Context: an optimization exercise on an open-source flow, tuned for a short achievable clock period and few clock cycles. The choices shown serve that exercise and are no tape-out recipe. In this exercise RTL edits were held to simulation tests only and were not proved equivalent to the original. Power figures rest on the tool's default switching activity, not on a simulated workload.

<file path="design/flow/design.v">
module rlgr_decoder (
    input  wire        clk,
    input  wire        rst,           
    input  wire        start,
    input  wire [12:0] count,         
    input  wire [16:0] len,           
    input  wire [3:0]  kr_init,
    input  wire [3:0]  kgr_init,
    output wire        busy,
    output reg         done,
    output reg         err,
    output reg  [19:0] bits_used,
    output reg  [12:0] emitted,
    output reg  [3:0]  kr_out,
    output reg  [3:0]  kgr_out,
    output wire        in_ren,
    output wire [13:0] in_addr,
    input  wire [31:0] in_rdata,
    output wire        coef_we,
    output wire [11:0] coef_addr,
    output wire [15:0] coef_wdata
);
    localparam B  = 128;    
    localparam FD = 16;     
    reg         busy_r;
    reg  [12:0] n_tgt;
    reg  [16:0] len_r;
    reg  [3:0]  kr0_r, kgr0_r;
    wire bad_cmd = (count[12] && (count[11:0] != 12'd0)) ||
                   (len[16] && (len[15:0] != 16'd0));
    wire go = start && !busy_r;
    assign busy = busy_r;
    reg         ren_r;
    reg  [13:0] raddr_r;
    reg  [5:0]  rtag_r;       
    reg  [14:0] faddr;        
    reg         rdv;          
    reg  [5:0]  rdtag;
    reg         wv;           
    reg  [5:0]  wbits;
    reg  [31:0] wreg;
    assign in_ren  = ren_r;
    assign in_addr = raddr_r;
    reg  [B-1:0] bbuf;
    reg  [7:0]   fill;
    reg  [3:0]   kr, kgr;
    reg          uact;         
    reg          dact;         
    reg  [4:0]   fcnt;         
    wire         more_words = ({faddr, 2'b00} < {2'b00, len_r});
    wire         eos = !more_words && !ren_r && !rdv && !wv;
    wire [B-1:0] ins  = wv ? ({wreg[7:0], wreg[15:8], wreg[23:16], wreg[31:24], {(B-32){1'b0}}} >> fill)
                           : {B{1'b0}};
    wire [B-1:0] bufi = bbuf | ins;
    wire [7:0]   filli = fill + (wv ? {2'b00, wbits} : 8'd0);
    wire [47:0]  d  = bbuf[B-1 -: 48];
    wire [31:0]  dz = d[47:16];
    reg  [4:0]   lz;
    integer      j;
    always @(*) begin
        lz = 5'd0;
        for (j = 0; j < 32; j = j + 1)
            if (dz[j]) lz = 5'd31 - j[4:0];
    end
    wire         allz = (dz == 32'd0);
    wire         isrun = !uact && d[47];
    wire [8:0]   fill9 = {1'b0, fill};
    wire         run_ok = (fill9 >= {5'd0, kr} + 9'd1);
    wire [8:0]   vlim = fill9 - {5'd0, kgr} - 9'd2;           
    wire         val_ok = !vlim[8] && (vlim >= {4'd0, lz});
    wire         sym_ok = !allz && (isrun ? run_ok : val_ok);
    wire         chk_ok = allz && (fill >= 8'd32);
    wire         den = dact && (fcnt <= FD - 3);
    wire         c_sym = den && sym_ok;
    wire         c_chk = den && chk_ok;
    wire         stuck = den && !sym_ok && !chk_ok && eos;
    wire [5:0]   sym_len = isrun ? ({2'b00, kr} + 6'd1) : ({1'b0, lz} + {2'b00, kgr} + 6'd2);
    wire [B-1:0] pre   = isrun ? (bufi << ({1'b0, kr} + 5'd1)) : (bufi << ({1'b0, kgr} + 5'd2));
    wire [B-1:0] shs   = pre << lz;
    wire [B-1:0] buf_n = c_sym ? shs : c_chk ? (bufi << 32) : bufi;
    wire [7:0]   fill_n = filli - (c_sym ? {2'b00, sym_len} : c_chk ? 8'd32 : 8'd0);
    wire [47:0]  dsh = d << lz;
    wire [15:0]  pay = dsh[46:31];
    wire [3:0]   kr_inc = (kr == 4'd15) ? 4'd15 : kr + 4'd1;
    wire [15:0]  rem1f  =   
                         ({1'b0, d[45:31]} >> (4'd15 - kgr)) + 16'd1;
    reg  [3:0]   lg;
    always @(*) begin
        lg = 4'd0;
        for (j = 0; j < 16; j = j + 1)
            if (rem1f[j]) lg = j[3:0];
    end
    wire         q_is1 = !uact && (d[47:46] == 2'b01);
    wire [3:0]   kgr_val = q_is1 ? (kgr - lg) : 4'd0;
    localparam [1:0] EV_CHK = 2'd0, EV_RUN = 2'd1, EV_VAL = 2'd2, EV_STOP = 2'd3;
    reg         ev_v;
    reg  [1:0]  ev_k;
    reg  [4:0]  ev_lz;
    reg  [15:0] ev_pay;
    reg  [3:0]  ev_kr, ev_kgr;        
    reg  [3:0]  ev_krn, ev_kgrn;      
    reg  [5:0]  ev_len;
    reg         s2act;
    reg  [14:0] qch;          
    reg  [19:0] p2;           
    reg  [12:0] rem2;         
    reg  [19:0] res_pos;
    reg  [3:0]  res_kr, res_kgr;
    reg  [12:0] res_emit;
    wire [15:0] rv   = {1'b0, ev_pay[15:1]} >> (4'd15 - ev_kr);
    wire [16:0] run  = {1'b0, rv} + 17'd1;
    wire        run_cut = (run >= {4'd0, rem2});
    wire [12:0] run_n = run_cut ? rem2 : run[12:0];
    wire [19:0] q    = {qch, ev_lz};
    wire [19:0] qm1  = q - 20'd1;
    wire [34:0] qsh  = {15'd0, qm1} << ev_kgr;
    wire [15:0] remv = {1'b0, ev_pay[15:1]} >> (4'd15 - ev_kgr);
    wire        sgn  = ev_pay[4'd15 - ev_kgr];
    wire        big  = (qsh[34:15] != 20'd0);
    wire [14:0] mag  = qsh[14:0] | remv[14:0];
    wire [15:0] val  = big ? (sgn ? 16'h8000 : 16'h7fff)
                     : sgn ? {1'b1, ~mag}
                     : (mag == 15'h7fff) ? 16'h7fff : {1'b0, mag} + 16'd1;
    reg  [15:0] fq_val [0:FD-1];
    reg  [12:0] fq_cnt [0:FD-1];
    reg  [3:0]  fq_wp, fq_rp;
    reg  [4:0]  fq_n;
    reg         push;
    reg  [15:0] push_val;
    reg  [12:0] push_cnt;
    reg         w_act;
    reg  [15:0] w_val;
    reg  [12:0] w_cnt;
    reg  [12:0] widx;
    reg  [12:0] wrem;         
    reg         we_r;
    reg  [11:0] wa_r;
    reg  [15:0] wd_r;
    assign coef_we    = we_r;
    assign coef_addr  = wa_r;
    assign coef_wdata = wd_r;
    wire        fq_ne = (fq_n != 5'd0);
    wire [15:0] h_val = fq_val[fq_rp];
    wire [12:0] h_cnt = fq_cnt[fq_rp];
    wire        wr    = busy_r && (w_act || fq_ne);
    wire [15:0] wr_v  = w_act ? w_val : h_val;
    wire [12:0] wr_c  = w_act ? w_cnt : h_cnt;
    wire        pop   = busy_r && !w_act && fq_ne;
    always @(*) begin
        push     = 1'b0;
        push_val = 16'd0;
        push_cnt = 13'd1;
        if (ev_v && s2act) begin
            case (ev_k)
            EV_RUN:  begin push = 1'b1; push_cnt = run_n; end
            EV_VAL:  begin push = 1'b1; push_val = val; end
            EV_STOP: begin push = 1'b1; push_cnt = rem2; end
            default: ;
            endcase
        end
    end
    integer k;
    always @(posedge clk) begin
        if (rst) begin
            busy_r    <= 1'b0;
            done      <= 1'b0;
            err       <= 1'b0;
            bits_used <= 20'd0;
            emitted   <= 13'd0;
            kr_out    <= 4'd0;
            kgr_out   <= 4'd0;
            ren_r     <= 1'b1;
            raddr_r   <= 14'd0;
            rdv       <= 1'b0;
            wv        <= 1'b0;
            dact      <= 1'b0;
            ev_v      <= 1'b0;
            s2act     <= 1'b0;
            w_act     <= 1'b0;
            we_r      <= 1'b0;
            fq_n      <= 5'd0;
            fq_wp     <= 4'd0;
            fq_rp     <= 4'd0;
            fcnt      <= 5'd0;
            faddr     <= 15'd0;
            len_r     <= 17'd0;
        end else begin
            done <= 1'b0;
            we_r <= 1'b0;
            if (go) begin
                n_tgt   <= count;
                len_r   <= len;
                kr0_r   <= kr_init;
                kgr0_r  <= kgr_init;
                kr      <= kr_init;
                kgr     <= kgr_init;
                bbuf    <= {B{1'b0}};
                fill    <= 8'd0;
                uact    <= 1'b0;
                ev_v    <= 1'b0;
                qch     <= 15'd0;
                p2      <= 20'd0;
                rem2    <= count;
                res_pos <= 20'd0;
                res_kr  <= kr_init;
                res_kgr <= kgr_init;
                res_emit <= 13'd0;
                w_act   <= 1'b0;
                widx    <= 13'd0;
                wrem    <= count;
                fq_n    <= 5'd0;
                fq_wp   <= 4'd0;
                fq_rp   <= 4'd0;
                fcnt    <= 5'd0;
                wv      <= 1'b0;
                rdv     <= (len != 17'd0);
                rdtag   <= (len[16:2] != 15'd0) ? 6'd32 : {1'b0, len[1:0], 3'b000};
                ren_r   <= 1'b1;
                raddr_r <= 14'd0;
                faddr   <= 15'd1;
                if (bad_cmd) begin
                    done  <= 1'b1;
                    err   <= 1'b1;
                    dact  <= 1'b0;
                    s2act <= 1'b0;
                end else if (count == 13'd0) begin
                    done      <= 1'b1;
                    err       <= 1'b0;
                    bits_used <= 20'd0;
                    emitted   <= 13'd0;
                    kr_out    <= kr_init;
                    kgr_out   <= kgr_init;
                    dact      <= 1'b0;
                    s2act     <= 1'b0;
                end else begin
                    busy_r  <= 1'b1;
                    dact    <= 1'b1;
                    s2act   <= 1'b1;
                    ren_r   <= (len > 17'd4);
                    raddr_r <= 14'd1;
                    rtag_r  <= (len >= 17'd8) ? 6'd32 : {1'b0, len[1:0], 3'b000};
                    faddr   <= (len > 17'd4) ? 15'd2 : 15'd1;
                end
            end else if (busy_r) begin
                rdv   <= ren_r;
                rdtag <= rtag_r;
                wv    <= rdv;
                wbits <= rdtag;
                wreg  <= in_rdata;
                if (more_words &&
                    ({1'b0, fill} + {3'd0, ren_r, 5'd0} + {3'd0, rdv, 5'd0} + {3'd0, wv, 5'd0}
                     <= B - 32)) begin
                    ren_r   <= 1'b1;
                    raddr_r <= faddr[13:0];
                    rtag_r  <= ({faddr, 2'b11} < {2'b00, len_r}) ? 6'd32 : {1'b0, len_r[1:0], 3'b000};
                    faddr   <= faddr + 15'd1;
                end else begin
                    ren_r   <= 1'b0;
                end
                bbuf <= buf_n;
                fill <= fill_n;
                ev_v <= c_sym || c_chk || stuck;
                ev_lz  <= lz;
                ev_pay <= pay;
                ev_kr  <= kr;
                ev_kgr <= kgr;
                ev_krn <= kr_inc;
                ev_kgrn <= isrun ? kgr : kgr_val;
                ev_len <= c_chk ? 6'd32 : sym_len;
                ev_k   <= stuck ? EV_STOP : c_chk ? EV_CHK : isrun ? EV_RUN : EV_VAL;
                if (stuck)
                    dact <= 1'b0;
                if (c_chk)
                    uact <= 1'b1;
                if (c_sym) begin
                    uact <= 1'b0;
                    kr   <= kr_inc;
                    if (!isrun) kgr <= kgr_val;
                end
                fcnt <= fcnt + {4'd0, c_sym | stuck} - {4'd0, pop};
                if (ev_v && s2act) begin
                    case (ev_k)
                    EV_CHK: begin
                        qch <= qch + 15'd1;
                        p2  <= p2 + 20'd32;
                    end
                    EV_RUN, EV_VAL: begin
                        qch     <= 15'd0;
                        p2      <= p2 + {14'd0, ev_len};
                        res_pos <= p2 + {14'd0, ev_len};
                        res_kr  <= ev_krn;
                        res_kgr <= ev_kgrn;
                        rem2    <= rem2 - push_cnt;
                        if (rem2 == push_cnt) begin
                            s2act    <= 1'b0;
                            dact     <= 1'b0;
                            res_emit <= n_tgt;
                        end
                    end
                    EV_STOP: begin
                        s2act    <= 1'b0;
                        res_emit <= n_tgt - rem2;
                    end
                    endcase
                end
                if (push) begin
                    fq_val[fq_wp] <= push_val;
                    fq_cnt[fq_wp] <= push_cnt;
                    fq_wp <= fq_wp + 4'd1;
                end
                fq_n <= fq_n + {4'd0, push} - {4'd0, pop};
                if (pop)
                    fq_rp <= fq_rp + 4'd1;
                if (wr) begin
                    we_r  <= 1'b1;
                    wa_r  <= widx[11:0];
                    wd_r  <= wr_v;
                    widx  <= widx + 13'd1;
                    wrem  <= wrem - 13'd1;
                    w_val <= wr_v;
                    w_cnt <= wr_c - 13'd1;
                    w_act <= (wr_c != 13'd1);
                    if (wrem == 13'd1) begin
                        done      <= 1'b1;
                        busy_r    <= 1'b0;
                        err       <= 1'b0;
                        bits_used <= res_pos;
                        emitted   <= res_emit;
                        kr_out    <= res_kr;
                        kgr_out   <= res_kgr;
                        ren_r     <= 1'b1;
                        raddr_r   <= 14'd0;
                    end
                end
            end else begin
                ren_r   <= 1'b1;
                raddr_r <= 14'd0;
            end
        end
    end
endmodule
</file>
<file path="design/flow/run.sh">
#!/bin/bash
# synth_recipe.tcl (not shown) runs the flow's synth.tcl, then flattens the netlist and writes it again
# the make line also repeats each setting of config.mk as NAME=value (left out here)
make -C /OpenROAD-flow-scripts/flow DESIGN_CONFIG=/design/flow/config.mk WORK_HOME=/design/flow/orfs CLKGATE_MAP_FILE= SYNTH_SCRIPT=/design/flow/synth_recipe.tcl finish
</file>
<file path="design/flow/config.mk">
export PLATFORM = sky130hd
export DESIGN_NAME = rlgr_decoder
export DESIGN_NICKNAME = rlgr_decoder
export VERILOG_FILES = /design/flow/design.v
export SDC_FILE = /design/flow/constraint.sdc
export NUM_CORES = 4
export LEC_CHECK = 0
export CAP_MARGIN = 20
export CORE_MARGIN = 2
export CORE_UTILIZATION = 40
export SLEW_MARGIN = 20
</file>
<file path="design/flow/constraint.sdc">
create_clock -name core_clock -period 9.0 [get_ports {clk}]
set_input_delay 1.8000 -clock core_clock [delete_from_list [all_inputs] [get_ports {clk}]]
set_output_delay 1.8000 -clock core_clock [all_outputs]
set_load 0.01 [all_outputs]
</file>
==> impl_results.md, run 1 <==
* Antenna Nets Post-Route at 0
* Count leader, synth: edfxtp_1
* Top post-synthesis cells by area: edfxtp_1 35%, mux4_2 6.1%, mux2i_1 5.0%
* Htree depth at 3
* Post-synthesis net count at 8180
* Die area at 0.189 mm²
* CTS tree: built
* CTS Hold Buffers Added at 0
* Worst-margin pin slew at 1.34 ns
* P per Cell Area at 203 mW/mm²
* Clk_skew at 0.0484 ns
* HP Start: rdtag[4]
* Vias in the first global route at 73700
* Cell Rows at 158
* Syn_area_per_cell at 9.34 µm²
* Root buffer cell: clkbuf_16
* Setup TNS at 0 ns
* Number of synthesized flops with an enable pin at 863
* Min-delay worst type: reg2reg
* Predominant post-synthesis flop cell: edfxtp_1
* CP cell instances: buf_4 -> mux2i_1 -> nand2_1 -> a32oi_1 -> and3_1 -> a221o_1 -> nor2_1 -> o32ai_1 -> buf_4 -> a2111oi_0 -> buf_4 -> nand2_1 -> nand3_1 -> o211ai_1 -> o21ai_0 -> buf_4 -> a221oi_1 -> buf_4 -> o21ai_0
* CTS Buf Count at 102
* Area Growth Syn to Fin at 14.1%
* # nets final at 8308
* Post-CTS Resized at 0
* Async S/R FF share, synth at 0
* Crit. Startpoint: fill[0]
* Average vias per placed instance at 7.39
* Routed vias at 79000
* Congestion Overflow GR at 0
* Cells after synthesis at 7951
* Final Cycle Share at 0.906
* Final Setup Violations at 0
* Maximum clock frequency at 123 MHz
* Fin. Hold Viols at 0
* Layout cells sized above 1 at 0.148
* Clock slew at reported path FFs at 0.07 ns
* Largest net degree at the start of global routing at 101
* Drt drc at 0
* WL per Instance at 44.1 µm
* Post CTS Setup Buffer Count at 0
* CP required at 9.47 ns
* Die Span X at 435 µm
* Outcome: no timing/DRC/antenna violations
* Pre-antenna DRT Iters at 11
* Max VDD drop at 0.179 mV
* Post-Route WL at 471000 µm
* GRT Total Usage at 0.481
* Yosys top cell area share at 0.349
* First-pass GRT wire length at 634000 µm
* Fin crit period at 8.15 ns
* CP dominant cell by count: buf_4
* Final Slew Violations at 0
* Initial Utilization at 0.402
* Critical path endpoint category: register
* Synth top cells by count: 863 x edfxtp_1, 793 x nor2_1, 771 x nand2_1, 501 x a21oi_1, 479 x clkbuf_1
* Critical-path top delay cell: mux2i_1
* Maximum buffer depth of the clock tree at 3
* Min-Delay Path Depth at 0
* Worst relative slew slack at 0.0988
* Hpwl dp at 358000 µm
* R2R Setup Slk at 0.85 ns
* Critical Path Max Stage Delay at 0.90 ns
* Yosys top cell by area: edfxtp_1
* Crit path max fanout at 23
* Seq/Total Area, Yosys at 0.381
* Worst path bufs/invs at 5
* Num Clock Sinks at 983
* CORE AREA at 0.185 mm²
* Worst reg2reg endpoint: bbuf[85]
* IO buf count at 160
* Hold path endpoint: wbits[4]
* FILL cells at 17600
* RSZ-0062 raised after global routing: false
* I/O pins at 161
* Worst Setup Path Type: reg2reg
* Worst setup SP type: register
* GP Congestion at 1.13
* Clock Latency Late Sink at 0.79 ns
* Yosys cell types at 112
* Final Power at 0.0172 W
* Worst Path Arrival at 8.62 ns
* Critical path's top delay family: compound AO/OA/AOI/OAI gates
* Worst r2r src: fill[0]
* Initial antenna violation count at 34
* Max Cap Viol at 0
* Mapped Area at 0.0742 mm²
* Die Ht at 435 µm
* Flops & latches, synth at 983
* Initial DRC count at 13600
* R2R cell count at 19
* Synth Warn # at 1
* Leak at 29.7 nW
[power breakdown]
part           total (W)  internal, W  switching [W]
clock network    0.00450      0.00250        0.00200
logic            0.00737      0.00199        0.00538
registers        0.00532      0.00509       0.000230
[layout by cell type, fill, tap and decap left out, types with 102 or more instances in the layout]
master / n
buf_4: 472
o211ai_1: 149
clkbuf_16: 102
nand2_1: 761
o22ai_1: 131
nor2_1: 754
edfxtp_1: 863
mux2i_1: 365
a211oi_1: 173
inv_1: 154
o21ai_0: 444
nor3_1: 205
mux2_2: 122
a21oi_1: 489
ha_1: 142
nand3_1: 271
dfxtp_1: 114
clkdlybuf4s50_1: 159
mux4_2: 201
[registers in the layout, indices dropped and copies added (netlist names), 17 cells and up, named ones only]
signal,count
fq_val,256
fq_cnt,208
bbuf,128
wreg,32
bits_used,20
p2,20
res_pos,20
len_r,17
[per-stage QoR]
step	hold WS [ns]	utilization	std cells	setup slack, ns	cell area (µm²)
3_5_place_dp	0.409	0.438	10400	1.11	81000
5_1_grt	0.444	0.458	10700	0.485	84600
2_1_floorplan	0.400	-	7951	1.37	74200
4_1_cts	0.423	0.457	10600	1.09	84400
6_report	0.421	0.458	10700	0.848	84700
3_3_place_gp	0.405	0.438	10400	0.834	80900
[layer usage]
layer / up-vias / share of wire / GRT usage
li1: 31400 / - / -
met1: 38800 / 0.35 / 0.561
met2: 6610 / 0.42 / 0.713
met3: 2128 / 0.12 / 0.157
met4: 16 / 0.11 / 0.412
met5: - / 0.00058 / 0.00731
[worst max-delay path by stage]
stage                     to  slack (ns)  cells past startpoint
global route        rem2[11]        0.48                     36
CTS                 rem2[11]        1.09                     36
finish              bbuf[85]        0.85                     19
floorplan           rem2[11]        1.37                     37
detailed placement  rem2[11]        1.11                     36
global placement    rem2[11]        0.83                     36
[cell families (layout without fill, tap and decap cells)]
| family | Yosys count | in the layout | synth area share |
|---|---|---|---|
| AO/OA/AOI/OAI | 2584 | 2584 | 0.242 |
| flip-flops | 983 | 983 | 0.381 |
| multiplexers | 697 | 697 | 0.130 |
| AND/OR/NAND/NOR | 2600 | 2600 | 0.161 |
| buffers and inverters | 792 | 1008 | 0.0412 |
| adder cells (fa/ha/maj) | 156 | 156 | 0.0277 |
| other | 0 | 38 | 0 |
| XOR/XNOR | 139 | 139 | 0.0164 |
[cell type report]
type / instances / area, µm² / area share
Antenna cell: 38 / 95.1 / 0.00112
Clock buffer: 121 / 2620 / 0.0310
Clock inverter: 71 / 865 / 0.0102
Inverter: 164 / 636 / 0.00750
Multi-Input combinational cell: 6176 / 43600 / 0.514
Sequential cell: 983 / 28300 / 0.334
Tap cell: 2480 / 3100 / 0.0366
Timing Repair Buffer: 652 / 5480 / 0.0647
Testbench counts, summed over its fixed seeds: cycles 197,992.
==> inputs of run 2 (changes only) <==
--- a/design/flow/config.mk
+++ b/design/flow/config.mk
@@ -8,4 +8,5 @@
 export CAP_MARGIN = 20
 export CORE_MARGIN = 2
 export CORE_UTILIZATION = 40
+export SETUP_SLACK_MARGIN = 5
 export SLEW_MARGIN = 20
==> impl_results.md, run 2 <==
* Outcome: no timing/DRC/antenna violations
* Syn_area_per_cell at 9.34 µm²
* P per Cell Area at 197 mW/mm²
* Number of synthesized flops with an enable pin at 863
* Clock Latency Late Sink at 0.84 ns
* Vias in the first global route at 79100
* Critical Path Max Stage Delay at 0.54 ns
* Initial antenna violation count at 42
* Routed vias at 86200
* Cells after synthesis at 7951
* Max Cap Viol at 0
* GP Congestion at 1.13
* Maximum clock frequency at 147 MHz
* Antenna Nets Post-Route at 0
* Area Growth Syn to Fin at 40.2%
* Initial Utilization at 0.402
* WL per Instance at 43.3 µm
* Footprint of the multi-input gates at 0.0540 mm²
* Setup TNS at 0 ns
* Final Setup Violations at 0
* Hpwl dp at 346000 µm
* Placed cell count at 10400
* Leak at 36.8 nW
* Most common cell after layout, fill and taps aside: buf_4
* CORE AREA at 0.185 mm²
* Post-synthesis net count at 8180
* Min-delay worst type: reg2reg
* CTS Buf Count at 109
* Worst path bufs/invs at 5
* Synth Warn # at 1
* Pre-antenna DRT Iters at 19
* Synth top cells by count: 863 x edfxtp_1, 793 x nor2_1, 771 x nand2_1, 501 x a21oi_1, 479 x clkbuf_1
* Initial DRC count at 15100
* Clock slew at reported path FFs at 0.07 ns
* CTS tree: built
* GRT Total Usage at 0.500
* Flops & latches, synth at 983
* Largest net degree at the start of global routing at 132
* Yosys top cell by area: edfxtp_1
* Storage element area at 0.0283 mm²
* First-pass GRT wire length at 663000 µm
* Die Span X at 435 µm
* Crit path max fanout at 7
* Critical-path top delay cell: edfxtp_1
* Worst-margin pin slew at 1.41 ns
* Seq/Total Area, Yosys at 0.381
* Htree depth at 3
* CTS Hold Buffers Added at 0
* Predominant post-synthesis flop cell: edfxtp_1
* Fin. Hold Viols at 0
* Mapped Area at 0.0742 mm²
* Yosys cell types at 112
* Drt drc at 0
* Yosys top cell area share at 0.349
* Die area at 0.189 mm²
* Count leader, synth: edfxtp_1
* Most frequent cells in the layout: 915 x buf_4, 863 x edfxtp_1, 687 x nand2_1, 677 x nor2_1, 353 x a21oi_1
* Post-Route WL at 499000 µm
* Clk_skew at 0.0726 ns
* Top post-synthesis cells by area: edfxtp_1 35%, mux4_2 6.1%, mux2i_1 5.0%
* Num Clock Sinks at 983
* Fin crit period at 6.82 ns
* Worst setup SP type: register
* Worst Path Arrival at 7.34 ns
* Cell Rows at 158
* Root buffer cell: clkbuf_16
* Max VDD drop at 0.185 mV
* Worst relative slew slack at 0.0577
* CP required at 9.52 ns
* Average vias per placed instance at 7.48
* Final Cycle Share at 0.758
* CP dominant cell by count: o21a_1
* Congestion Overflow GR at 0
* Largest register FFs at 256
* Die Ht at 435 µm
* Async S/R FF share, synth at 0
* Post-route insts no fill at 11500
* # nets final at 9137
* I/O pins at 161
* RSZ-0062 raised after global routing: true
* Maximum buffer depth of the clock tree at 3
* IO buf count at 160
* Worst Setup Path Type: reg2reg
* FILL cells at 16000
* Critical path endpoint category: register
* Final Slew Violations at 0
* Largest registers: fq_val x256, fq_cnt x208, bbuf x128
* Most flop-heavy register: fq_val
* Critical path's top delay family: compound AO/OA/AOI/OAI gates
* Layout cells sized above 1 at 0.371
-- run 2: cell counts after synthesis --
No cell type changed its count.
-- run 2: logic make-up (layout without fill, tap and decap cells) --
family | count (synthesis) | count (layout) | share of synthesized area
buffers and inverters | 792 | 1817 | 0.0412
muxes | 697 | 697 | 0.130
adders and majority gates | 156 | 156 | 0.0277
other | 0 | 36 | 0
xor gates and xnor gates | 139 | 139 | 0.0164
AOI/OAI and AO/OA | 2584 | 2604 | 0.242
and+or+nand+nor | 2600 | 2606 | 0.161
DFF | 983 | 983 | 0.381
-- run 2: final cells by class --
cell class	count	share of cell area
Sequential cell	983	0.272
Clock buffer	131	0.0276
Timing Repair inverter	3	0.000276
Clock inverter	74	0.00794
Multi-Input combinational cell	6202	0.519
Inverter	164	0.00709
Tap cell	2480	0.0298
Antenna cell	36	0.000865
Timing Repair Buffer	1445	0.136
-- run 2: final timing paths --
check	startpoint	cells after the start	to	slack, ns
max	ev_kr[0]	31	res_emit[3]	2.18
min	rdtag[3]	0	wbits[3]	0.43
max reg2reg	ev_kr[0]	31	res_emit[3]	2.18
min reg2reg	rdtag[3]	0	wbits[3]	0.43
-- run 2: repair_timing --
| action | CTS | global route |
|---|---|---|
| pin swaps | 400 | 337 |
| gates resized for setup | 1576 | 583 |
| endpoints found under the setup margin | 880 | 798 |
| buffers inserted | 641 | 213 |
| gates cloned | 37 | 16 |
-- run 2: power by group --
part           total [W]  internal (W)  leakage [nW]  switching, W
Sequential       0.00528       0.00509          9.12      0.000188
Clock            0.00471       0.00265          1.80       0.00206
Combinational     0.0105       0.00378          25.9       0.00671
-- run 2: metal layers --
layer | track usage | vias up | wire length (µm)
met2 | 0.701 | 8053 | 199000
met3 | 0.200 | 2714 | 70300
li1 | - | 33100 | -
met4 | 0.424 | 24 | 57400
met5 | 0.00529 | - | 217
met1 | 0.596 | 42300 | 172000
-- run 2: stage by stage --
| stage | total power, W | util | instance area [µm²] | hold slack, ns | setup slack, ns |
|---|---|---|---|---|---|
| finish | 0.0205 | 0.563 | 104000 | 0.428 | 2.18 |
| global route | 0.0206 | 0.563 | 104000 | 0.437 | 1.95 |
| CTS | 0.0189 | 0.536 | 99100 | 0.428 | 2.25 |
| detailed placement | 0.0122 | 0.443 | 81800 | 0.412 | 1.12 |
| global placement | 0.0122 | 0.442 | 81800 | 0.411 | 0.918 |
| floorplan | 0.00892 | - | 76300 | 0.400 | 2.23 |

## re-timing with driven ports
No port has a modelled driver above. Below, the same layouts with a new extraction and two added sets of constraints.
Step 1, drivers: a clkbuf_16 drives clk and a buf_2 each remaining input, both assumed.
Step 2 moves the port delays by t, midway between the first and last clock arrival at a register: inputs arrive t later, outputs are due t later. That takes back most of the time a late clock gives input paths.
Three values: ideal ports, drivers, drivers and shift; two values: the first two.
run | shift t [ns] | slack for setup (ns) | worst data-port slew with drivers (ns) | pins driven straight from the clock port
run 1 | 0.851 | 0.848 / 0.848 / 0.848 | 0.11 | 1
run 2 | 0.885 | 2.175 / 2.175 / 2.175 | 0.11 | 1
After both steps setup and hold are still met in every run listed.
